This is an optimization exercise on Yosys and OpenROAD, whose aim is small area and few clock cycles, not a production implementation.
Function was checked by simulation only, so behaviour that the tests miss may differ from the original.
No activity file was given, so power comes from the tool's default toggle rates.

`flow/design.v`:
```
module ice_node (
    input  wire        clk,
    input  wire        rst,
    input  wire        stored_addr_valid,
    input  wire [15:0] stored_addr,
    input  wire        channel_init_ok,
    input  wire        timer_arm_ok,
    input  wire [1:0]  thermal_status,
    input  wire        rx_valid,
    input  wire [7:0]  rx_data,
    output wire        rx_ready,
    input  wire        cmd_valid,
    input  wire [2:0]  cmd_op,
    input  wire [2:0]  cmd_idx,
    input  wire [15:0] cmd_dest,
    input  wire [15:0] cmd_x,
    input  wire [15:0] cmd_y,
    input  wire [15:0] cmd_z,
    output wire        cmd_ready,
    output wire        tx_valid,
    output wire [7:0]  tx_data,
    input  wire        tx_ready,
    output reg         rpt_valid,
    output reg  [7:0]  rpt_code,
    output reg  [31:0] rpt_info,
    output wire        pwm_valid,
    output wire [2:0]  pwm_idx,
    output wire        pwm_ch,
    output wire [7:0]  pwm_level
);
    localparam [7:0]  MAGIC0        = 8'hC5;
    localparam [7:0]  MAGIC1        = 8'h34;
    localparam [7:0]  PROTO_VERSION = 8'h01;
    localparam [7:0]  FW_VERSION    = 8'h12;       
    localparam [15:0] DEFAULT_ADDR  = 16'h0010;
    localparam [15:0] BROADCAST     = 16'hFFFF;
    localparam integer BANK_SIZE    = 6;
    localparam [7:0] T_DEVINFO  = 8'h10;
    localparam [7:0] T_SOLENOID = 8'h11;
    localparam [7:0] T_TEMP     = 8'h12;
    localparam [7:0] T_ACCEL    = 8'h13;
    localparam [7:0] R_BAD_MAGIC    = 8'h01;
    localparam [7:0] R_BAD_CHECKSUM = 8'h02;
    localparam [7:0] R_BAD_VERSION  = 8'h03;
    localparam [7:0] R_MISADDRESSED = 8'h04;
    localparam [7:0] R_UNKNOWN_TYPE = 8'h05;
    localparam [7:0] R_ACT_ID_RANGE = 8'h06;
    localparam [7:0] R_PEER_INFO    = 8'h10;
    localparam [7:0] R_FATAL_CHAN   = 8'hF0;
    localparam [7:0] R_FATAL_TIMER  = 8'hF1;
    localparam [2:0] OP_ENABLE     = 3'd0;
    localparam [2:0] OP_DISABLE    = 3'd1;
    localparam [2:0] OP_ANNOUNCE   = 3'd2;
    localparam [2:0] OP_SEND_TEMP  = 3'd3;
    localparam [2:0] OP_SEND_ACCEL = 3'd4;
    localparam [2:0] OP_TICK       = 3'd5;
    localparam [2:0] PH_BOOT0  = 3'd0;
    localparam [2:0] PH_BOOT1  = 3'd1;
    localparam [2:0] PH_BOOT2  = 3'd2;
    localparam [2:0] PH_BOOT3  = 3'd3;
    localparam [2:0] PH_BOOT4  = 3'd4;
    localparam [2:0] PH_RUN    = 3'd5;
    localparam [2:0] PH_FAILED = 3'd6;
    function [15:0] crc_step;
        input [15:0] crc;
        input [7:0]  b;
        reg   [7:0]  tmp;
        begin
            tmp      = crc[15:8] ^ b;
            tmp      = tmp ^ (tmp >> 4);
            crc_step = (crc << 8) ^ ({8'd0, tmp} << 12) ^ ({8'd0, tmp} << 5) ^ {8'd0, tmp};
        end
    endfunction
    function [15:0] frame_checksum;
        input [127:0] f;
        integer k;
        reg [15:0] c;
        begin
            c = 16'hFFFF;
            for (k = 4; k <= 13; k = k + 1)
                c = crc_step(c, f[8*k +: 8]);
            frame_checksum = c;
        end
    endfunction
    function [127:0] build_frame;
        input [7:0]  ptype;
        input [15:0] dest;
        input [63:0] payload;    
        reg   [127:0] f;
        reg   [15:0]  c;
        begin
            f             = 128'd0;
            f[7:0]        = MAGIC0;
            f[15:8]       = MAGIC1;
            f[23:16]      = dest[7:0];
            f[31:24]      = dest[15:8];
            f[39:32]      = PROTO_VERSION;
            f[47:40]      = ptype;
            f[111:48]     = payload;
            c             = frame_checksum(f);
            f[119:112]    = c[7:0];
            f[127:120]    = c[15:8];
            build_frame   = f;
        end
    endfunction
    reg [2:0]   phase;
    reg [15:0]  node_addr;
    reg [BANK_SIZE-1:0] act_en;
    reg [7:0]   act_hi [0:BANK_SIZE-1];
    reg [7:0]   act_lo [0:BANK_SIZE-1];
    reg [2*BANK_SIZE-1:0] pwm_pend;    
    reg         rx_collect;
    reg [3:0]   rx_count;
    reg [7:0]   rxbuf [0:15];
    reg [15:0]  rx_crc;
    reg         tx_busy;
    reg [3:0]   tx_count;
    reg [127:0] txbuf;
    wire running = (phase == PH_RUN);
    assign rx_ready  = running && (pwm_pend == {2*BANK_SIZE{1'b0}});
    assign cmd_ready = running && !tx_busy;
    wire rx_fire  = rx_valid  && rx_ready;
    wire cmd_fire = cmd_valid && cmd_ready;
    assign tx_valid = tx_busy;
    assign tx_data  = txbuf[8*tx_count +: 8];
    reg [3:0] pend_sel;
    integer   p;
    always @(*) begin
        pend_sel = 4'd0;
        for (p = 2*BANK_SIZE-1; p >= 0; p = p - 1)
            if (pwm_pend[p]) pend_sel = p[3:0];
    end
    assign pwm_valid = (pwm_pend != {2*BANK_SIZE{1'b0}});
    assign pwm_idx   = pend_sel[3:1];
    assign pwm_ch    = pend_sel[0];
    assign pwm_level = pend_sel[0] ? act_lo[pend_sel[3:1]] : act_hi[pend_sel[3:1]];
    wire        last_byte  = rx_fire && rx_collect && (rx_count == 4'd15);
    wire [15:0] csum_rx    = {rx_data, rxbuf[14]};
    wire [15:0] dest       = {rxbuf[3], rxbuf[2]};
    wire [7:0]  ptype      = rxbuf[5];
    wire [7:0]  sol_id     = rxbuf[6];
    wire [15:0] sol_value  = {rxbuf[8], rxbuf[7]};
    wire magic_ok   = (rxbuf[0] == MAGIC0) && (rxbuf[1] == MAGIC1);
    wire csum_ok    = (csum_rx == rx_crc);
    wire version_ok = (rxbuf[4] == PROTO_VERSION);
    wire addr_ok    = (dest == BROADCAST) || (dest == node_addr);
    wire accepted   = magic_ok && csum_ok && version_ok && addr_ok;
    wire is_solenoid = (ptype == T_SOLENOID);
    wire is_halt     = is_solenoid && (sol_id == 8'hFF) && (sol_value == 16'd0);
    wire id_ok       = (sol_id < BANK_SIZE);
    wire do_halt     = last_byte && accepted && is_halt;
    wire do_set      = last_byte && accepted && is_solenoid && !is_halt && id_ok;
    reg [7:0] mot_hi, mot_lo;
    always @(*) begin
        mot_hi = 8'd0;
        mot_lo = 8'd0;
        if (sol_value[15]) begin
            if ((~sol_value + 16'd1) > 16'd255)
                mot_lo = 8'd255;
            else
                mot_lo = (~sol_value[7:0]) + 8'd1;
        end else if (sol_value != 16'd0) begin
            if (sol_value > 16'd255)
                mot_hi = 8'd255;
            else
                mot_hi = sol_value[7:0];
        end
    end
    always @(posedge clk) begin
        if (rst) begin
            phase <= PH_BOOT0;
        end else begin
            case (phase)
                PH_BOOT0: begin
                    node_addr <= stored_addr_valid ? stored_addr : DEFAULT_ADDR;
                    phase     <= PH_BOOT1;
                end
                PH_BOOT1: phase <= PH_BOOT2;
                PH_BOOT2: phase <= channel_init_ok ? PH_BOOT3 : PH_FAILED;
                PH_BOOT3: phase <= timer_arm_ok ? PH_BOOT4 : PH_FAILED;
                PH_BOOT4: phase <= PH_RUN;
                default:  phase <= phase;
            endcase
        end
    end
    always @(posedge clk) begin
        if (rst) begin
            rx_collect <= 1'b0;
            rx_count   <= 4'd0;
        end else if (rx_fire) begin
            if (!rx_collect) begin
                if (rx_data == MAGIC0) begin
                    rxbuf[0]   <= rx_data;
                    rx_count   <= 4'd1;
                    rx_collect <= 1'b1;
                    rx_crc     <= 16'hFFFF;
                end
            end else begin
                rxbuf[rx_count] <= rx_data;
                if (rx_count >= 4'd4 && rx_count <= 4'd13)
                    rx_crc <= crc_step(rx_crc, rx_data);
                if (rx_count == 4'd15) begin
                    rx_count   <= 4'd0;
                    rx_collect <= 1'b0;
                end else begin
                    rx_count <= rx_count + 4'd1;
                end
            end
        end
    end
    always @(posedge clk) begin
        if (rst) begin
            rpt_valid <= 1'b0;
            rpt_code  <= 8'd0;
            rpt_info  <= 32'd0;
        end else begin
            rpt_valid <= 1'b0;
            rpt_code  <= 8'd0;
            rpt_info  <= 32'd0;
            if (phase == PH_BOOT2 && !channel_init_ok) begin
                rpt_valid <= 1'b1;
                rpt_code  <= R_FATAL_CHAN;
            end else if (phase == PH_BOOT3 && !timer_arm_ok) begin
                rpt_valid <= 1'b1;
                rpt_code  <= R_FATAL_TIMER;
            end else if (last_byte) begin
                if (!magic_ok) begin
                    rpt_valid <= 1'b1;
                    rpt_code  <= R_BAD_MAGIC;
                    rpt_info  <= {24'd0, rxbuf[1]};
                end else if (!csum_ok) begin
                    rpt_valid <= 1'b1;
                    rpt_code  <= R_BAD_CHECKSUM;
                    rpt_info  <= {csum_rx, rx_crc};
                end else if (!version_ok) begin
                    rpt_valid <= 1'b1;
                    rpt_code  <= R_BAD_VERSION;
                    rpt_info  <= {24'd0, rxbuf[4]};
                end else if (!addr_ok) begin
                    rpt_valid <= 1'b1;
                    rpt_code  <= R_MISADDRESSED;
                    rpt_info  <= {16'd0, dest};
                end else if (ptype == T_DEVINFO) begin
                    rpt_valid <= 1'b1;
                    rpt_code  <= R_PEER_INFO;
                    rpt_info  <= {rxbuf[7], rxbuf[6], rxbuf[8], rxbuf[9]};
                end else if (!is_solenoid) begin
                    rpt_valid <= 1'b1;
                    rpt_code  <= R_UNKNOWN_TYPE;
                    rpt_info  <= {24'd0, ptype};
                end else if (!is_halt && !id_ok) begin
                    rpt_valid <= 1'b1;
                    rpt_code  <= R_ACT_ID_RANGE;
                    rpt_info  <= {24'd0, sol_id};
                end
            end
        end
    end
    integer i;
    always @(posedge clk) begin
        if (rst) begin
            act_en   <= {BANK_SIZE{1'b0}};
            pwm_pend <= {2*BANK_SIZE{1'b0}};
            for (i = 0; i < BANK_SIZE; i = i + 1) begin
                act_hi[i] <= 8'd0;
                act_lo[i] <= 8'd0;
            end
        end else begin
            if (pwm_valid)
                pwm_pend[pend_sel] <= 1'b0;
            if (phase == PH_BOOT1)
                act_en <= {BANK_SIZE{1'b1}};
            if (do_halt) begin
                for (i = 0; i < BANK_SIZE; i = i + 1) begin
                    if (act_en[i]) begin
                        if (act_hi[i] != 8'd0) begin
                            act_hi[i]       <= 8'd0;
                            pwm_pend[2*i]   <= 1'b1;
                        end
                        if (act_lo[i] != 8'd0) begin
                            act_lo[i]       <= 8'd0;
                            pwm_pend[2*i+1] <= 1'b1;
                        end
                    end
                end
            end else if (do_set) begin
                for (i = 0; i < BANK_SIZE; i = i + 1) begin
                    if (sol_id == i && act_en[i]) begin
                        if (act_hi[i] != mot_hi) begin
                            act_hi[i]       <= mot_hi;
                            pwm_pend[2*i]   <= 1'b1;
                        end
                        if (act_lo[i] != mot_lo) begin
                            act_lo[i]       <= mot_lo;
                            pwm_pend[2*i+1] <= 1'b1;
                        end
                    end
                end
            end
            if (cmd_fire && cmd_op == OP_ENABLE && cmd_idx < BANK_SIZE)
                act_en[cmd_idx] <= 1'b1;
            if (cmd_fire && cmd_op == OP_DISABLE && cmd_idx < BANK_SIZE)
                act_en[cmd_idx] <= 1'b0;
        end
    end
    wire [63:0] announce_payload = {32'd0, 6'd0, thermal_status, FW_VERSION, node_addr[15:8], node_addr[7:0]};
    always @(posedge clk) begin
        if (rst) begin
            tx_busy  <= 1'b0;
            tx_count <= 4'd0;
        end else begin
            if (tx_busy && tx_ready) begin
                tx_count <= tx_count + 4'd1;
                if (tx_count == 4'd15)
                    tx_busy <= 1'b0;
            end
            if (phase == PH_BOOT4) begin
                txbuf    <= build_frame(T_DEVINFO, BROADCAST, announce_payload);
                tx_busy  <= 1'b1;
                tx_count <= 4'd0;
            end else if (cmd_fire) begin
                case (cmd_op)
                    OP_ANNOUNCE, OP_TICK: begin
                        txbuf    <= build_frame(T_DEVINFO, BROADCAST, announce_payload);
                        tx_busy  <= 1'b1;
                        tx_count <= 4'd0;
                    end
                    OP_SEND_TEMP: begin
                        txbuf    <= build_frame(T_TEMP, cmd_dest, {48'd0, cmd_x});
                        tx_busy  <= 1'b1;
                        tx_count <= 4'd0;
                    end
                    OP_SEND_ACCEL: begin
                        txbuf    <= build_frame(T_ACCEL, cmd_dest, {16'd0, cmd_z, cmd_y, cmd_x});
                        tx_busy  <= 1'b1;
                        tx_count <= 4'd0;
                    end
                    default: ;
                endcase
            end
        end
    end
endmodule
```
`flow/run.sh`:
```
#!/bin/bash
# synth_recipe.tcl (not shown) runs the flow's synth.tcl, then flattens the netlist and writes it again
# the make line also repeats each setting of config.mk as NAME=value (left out here)
make -C /OpenROAD-flow-scripts/flow DESIGN_CONFIG=/design/flow/config.mk WORK_HOME=/design/flow/orfs CLKGATE_MAP_FILE= SYNTH_SCRIPT=/design/flow/synth_recipe.tcl finish
```
`flow/config.mk`:
```
export PLATFORM = sky130hd
export DESIGN_NAME = ice_node
export DESIGN_NICKNAME = ice_node
export VERILOG_FILES = /design/flow/design.v
export SDC_FILE = /design/flow/constraint.sdc
export NUM_CORES = 4
export LEC_CHECK = 0
export CAP_MARGIN = 20
export CORE_MARGIN = 2
export CORE_UTILIZATION = 40
export PLACE_DENSITY = 0.6
export SLEW_MARGIN = 20
```
`flow/constraint.sdc`:
```
create_clock -name core_clock -period 6.5 [get_ports {clk}]
set_input_delay 1.3000 -clock core_clock [delete_from_list [all_inputs] [get_ports {clk}]]
set_output_delay 1.3000 -clock core_clock [all_outputs]
set_load 0.01 [all_outputs]
```
==> notes.md <==
Setup path:
- The data arrival time of the worst path is 4.40 ns.
- The origin of the critical flop-to-flop path is rxbuf[7][1].
- In this run the register-to-register setup slack is 1.43 ns.
- The required time of the critical path is 5.20 ns.
- The worst setup path is launched from a flop.
- STA classifies the critical path endpoint as an output port.
- The maximum net fanout on the critical path is 14.
- The terminus of the critical flop-to-flop path is act_lo[0][5].
- The critical path in this run is classified as flop to output port.
- Measured in cells, the most critical reg-to-reg path has a length of 13.

Hold path:
- The type of the tightest min-delay check is flop to flop.
- The worst hold path depth is 2.
- The worst hold path terminates at pwm_pend[2].
- The hold path startpoint is pwm_pend[2].

Synthesis:
- The number of nets in the synthesized netlist is 2361.
- The number of synthesized register bits is 367.
- Of the total synthesized cell area, the portion taken by full adders, half adders and majority gates is 0.711%.
- The basic-gate share of the synthesized area counting and, or, nand and nor cells is 14.7%.
- Sorting the synthesized cells by area gives the leading types as edfxtp_1 27%, dfxtp_1 14%, xnor2_1 12%.
- The number of cells produced by synthesis is 2244.
- Counting flops with a built-in enable in the synthesized netlist gives 202.
- The most used flip-flop cell after synthesis is edfxtp_1.
- After Yosys synthesis, XOR and XNOR cells account for 21.5% of the synthesized area.
- Of all cell types, the one taking the most synthesized area is edfxtp_1.
- Summed over its instances, the top area cell type makes up 26.5% of the synthesized netlist area.
- The number of distinct standard cells referenced by the synthesized netlist is 89.
- The proportion of synthesized chip area in sequential cells is 40.9%.
- In this run the cell area of the synthesized design comes to 22900 sq um.
- By area, the combinational part of the netlist is dominated by XOR/XNOR gates.
- The Yosys step of the flow raised 3 warnings.
- The portion of netlist area occupied by mux cells is 7.50%.
- Of all flip-flops after synthesis, the portion carrying an async set or reset was 0%.
- Each instance of the synthesized netlist takes up on average 10.2 sq um.
- The share of the synthesized area in compound gates (AO/OA/AOI/OAI) is 11.2%.

Detailed routing:
- The post-detailed-route wirelength per cell is 23.5 microns.
- The pre-antenna-repair detailed-routing pass consisted of 8 iterations.
- Across all layers, the routed design uses 17900 vias.
- The routed design has 74300 microns of wire.
- In the final routing, the length of wire on met1 measures 32200 microns.
- After detailed routing, the number of vias per cell comes to 5.68.
- The routed wire length on met3 is 4590 microns.
- The top layer reached by signal wires is met4.
- The number of routed nets with antenna violations is 0.
- In the detailed route, the total length drawn on met2 is 35500 microns.
- For this run, design rule violations remaining after detail routing come to 0.
- The first routing iteration left 1744 violations.

Timing:
- The final critical path time including I/O delays and setup is 5.70 ns.
- Setup repair after global routing left no endpoint under its margin.
- The final hold slack is 0.499 ns.
- For the pin with the worst max-slew slack, the measured transition is 1.20 ns.
- Setup total negative slack on the finished layout was measured at 0 ns.
- Across the routed clock network, the largest skew measured is 0.0425 ns.
- The post-route clock period utilization is 87.7%.
- Setup violations remaining at the end of the flow were counted as 0.
- The number of hold-slack violations in the final timing report came to 0.
- The number of pins exceeding their max-slew limit in the final report was 0.
- Based on the critical path, the design can be clocked at up to 175 MHz.
- Measured against its own limit, the worst slew margin works out to 19.4%.

Pwr:
- The analysis attributes to cell leakage a power of 9.50 nW.
- The post-layout total power is 13.6 mW.
- The power per cell area is 506 nW/um^2.
- The worst-case IR drop observed on VDD is 979 uV.

Finish:
- Relative to the synthesized area, the layout overhead comes to 17.3%.
- The post-route netlist has 7.65% of its cells at a drive strength greater than 1.
- The finished layout holds 3161 standard cells, fillers aside.
- The diode insertion count for antenna repair is 0.
- The number of nets in the layout is 2488.

Clocking:
- The tree built by TritonCTS fans out to 367 sinks.
- The hold buffer count at cts is 0.
- The cell sitting at the root of the clock tree is a clkbuf_16.
- At the later pin of the worst-skew pair, clock insertion delay measures 0.61 ns.
- The quantity of gates resized following cts is 0.
- The number of setup buffers added after CTS is 0.
- The maximum buffer depth of the clock tree is 3.
- The total clock buffers created by CTS is 43.
- The clock-pin slew of the registers on the worst-case setup and hold paths is 0.06 ns.
- The TritonCTS clock tree is yes.
- CTS built an H-tree with a depth of 2.

Floorplanning:
- The site row count is 87.
- The effective utilization at floorplan is 40.5%.
- The height of the chip is 243 microns.
- The floorplan step defined a core boundary enclosing 56500 sq um.
- The die covers 59100 sq um.
- Measured along the x axis, the die boundary spans 243 microns.
- 169 I/O pins were placed.

Outcome:
- The flow ran to the end and the layout has no timing, DRC or antenna violations.

Global route:
- The total routing resource utilization after global routing is 24.7%.
- The number of antenna violations at the first check in global routing is 2.
- The via count of the first global-routing pass is 17700.
- After global routing the overflow that remains totals 0.
- Entering global routing, the biggest net connects 69 pins.
- The global-route wire length before repair is 112000 microns.

Job:
- The max capacitance violation total is 0.

Place:
- Routability-driven placement finished with a final weighted congestion of 0.919.
- Once placement completed, the tool counted placed cells totaling 3081.
- The port buffer count is 167.
- Once detailed placement completed, the half-perimeter wirelength came to 55800 microns.
-- routing by layer --
layer	vias up	track usage, %
met3	131	3.30
met2	693	41.5
li1	8312	-
met4	0	7.42
met1	8805	33.2
met5	-	0
-- cells in the mapped netlist (all sizes together), types with 17 or more instances --
cell,instances
nand2b,33
xnor3,45
buf,34
edfxtp,202
inv,49
dfxtp,165
nand3,32
mux2i,123
a31oi,19
a22oi,37
a21oi,69
a211oi,18
xnor2,316
o21ai,58
xor2,101
nor3,36
nand4,24
mux4,17
clkbuf,110
nor4,37
nor2,214
and2,48
nand2,165
-- cells in the final DEF, fill, tap and decap left out, types with 47 or more instances in the layout --
| cell | instances |
|---|---|
| a21oi_1 | 67 |
| and2_1 | 47 |
| buf_4 | 58 |
| clkdlybuf4s50_1 | 166 |
| dfxtp_1 | 164 |
| edfxtp_1 | 202 |
| inv_1 | 49 |
| mux2i_1 | 123 |
| nand2_1 | 165 |
| nor2_1 | 213 |
| o21ai_0 | 58 |
| xnor2_1 | 313 |
| xor2_1 | 100 |
-- power by group --
part           switching, mW  internal [mW]
registers             0.0660           2.74
logic                   4.30           4.05
clock network           1.02           1.42
total                   5.39           8.21
-- registers in the layout, summed over array words and instances (netlist names) --
name and count:
rx_collect 1, act_en 6, node_addr 16, rpt_code 5, pwm_pend 12, rxbuf 88, rpt_info 32, act_hi 48
rpt_valid 1, tx_count 4, tx_busy 1, act_lo 48, rx_count 4, txbuf 82, rx_crc 16, phase 3
-- final cells by class --
type | count | area, sq um
inverters | 52 | 195
multi-input cells | 1681 | 12800
flip-flops and latches | 367 | 9370
clock inverters | 10 | 128
repair buffers | 226 | 2140
fillers | 5266 | 29600
well taps | 756 | 946
clock buffers | 69 | 1290
-- logic make-up after synthesis --
| logic type | Yosys count |
|---|---|
| adders and majority gates | 13 |
| and+or+nand+nor | 683 |
| other | 1 |
| DFF | 367 |
| muxes | 149 |
| xor gates and xnor gates | 471 |
| buffers and inverters | 196 |
| AOI/OAI and AO/OA | 364 |
-- per-stage QoR --
stage | utilization [%] | setup slack [ns] | cell area, sq um
floorplan | - | 0.835 | 22900
global placement | 45.0 | 0.862 | 25400
detailed placement | 45.0 | 0.826 | 25400
CTS | 47.5 | 0.859 | 26800
global route | 47.5 | 0.633 | 26900
finish | 47.5 | 0.797 | 26900
-- worst max-delay path by stage --
stage / start / end / depth (start not counted)
2_1_floorplan: rst / txbuf[112] / 3
3_3_place_gp: cmd_x[4] / txbuf[113] / 12
3_5_place_dp: cmd_x[4] / txbuf[119] / 11
4_1_cts: pwm_pend[3] / pwm_level[1] / 10
5_1_grt: pwm_pend[7] / pwm_level[1] / 10
6_report: pwm_pend[3] / pwm_level[1] / 10
-- critical path: stages, from the launching register on --
cell	delay, ns
dfxtp_1	0.34
or4_1	0.58
nand2b_1	0.50
inv_1	0.64
nor3_1	0.11
buf_4	0.22
or2_2	0.41
o2111ai_1	0.14
o211ai_1	0.13
o21ai_0	0.13
clkdlybuf4s50_1	0.58
Testbench counts, summed over its fixed seeds: cycles 13,453.

[afterwards: timing with drivers on the ports]
In the flow no input, the clock included, has a driving cell. The finished layout below was timed again as built, in two steps. Step 1, drivers: a clkbuf_16 drives clk and a buf_2 each remaining input, both assumed. Step 2 adds t to the input delays and takes it off the output delays; t is the mean of the earliest and latest rising clock arrival at the registers after step 1. Input paths then give back, and output paths get back, about the clock's delay inside the block. Three values: ideal, step 1, step 2; two values: the first two.
t (ns): 0.645
setup WS [ns]: 0.797 / 0.737 / 0.792
hold slack, ns: 0.499 / 0.499 / 0.499
After both steps this run still meets setup and hold. For this run, drivers alone change the setup slack by -0.060 ns; drivers and shift together by -0.005 ns.
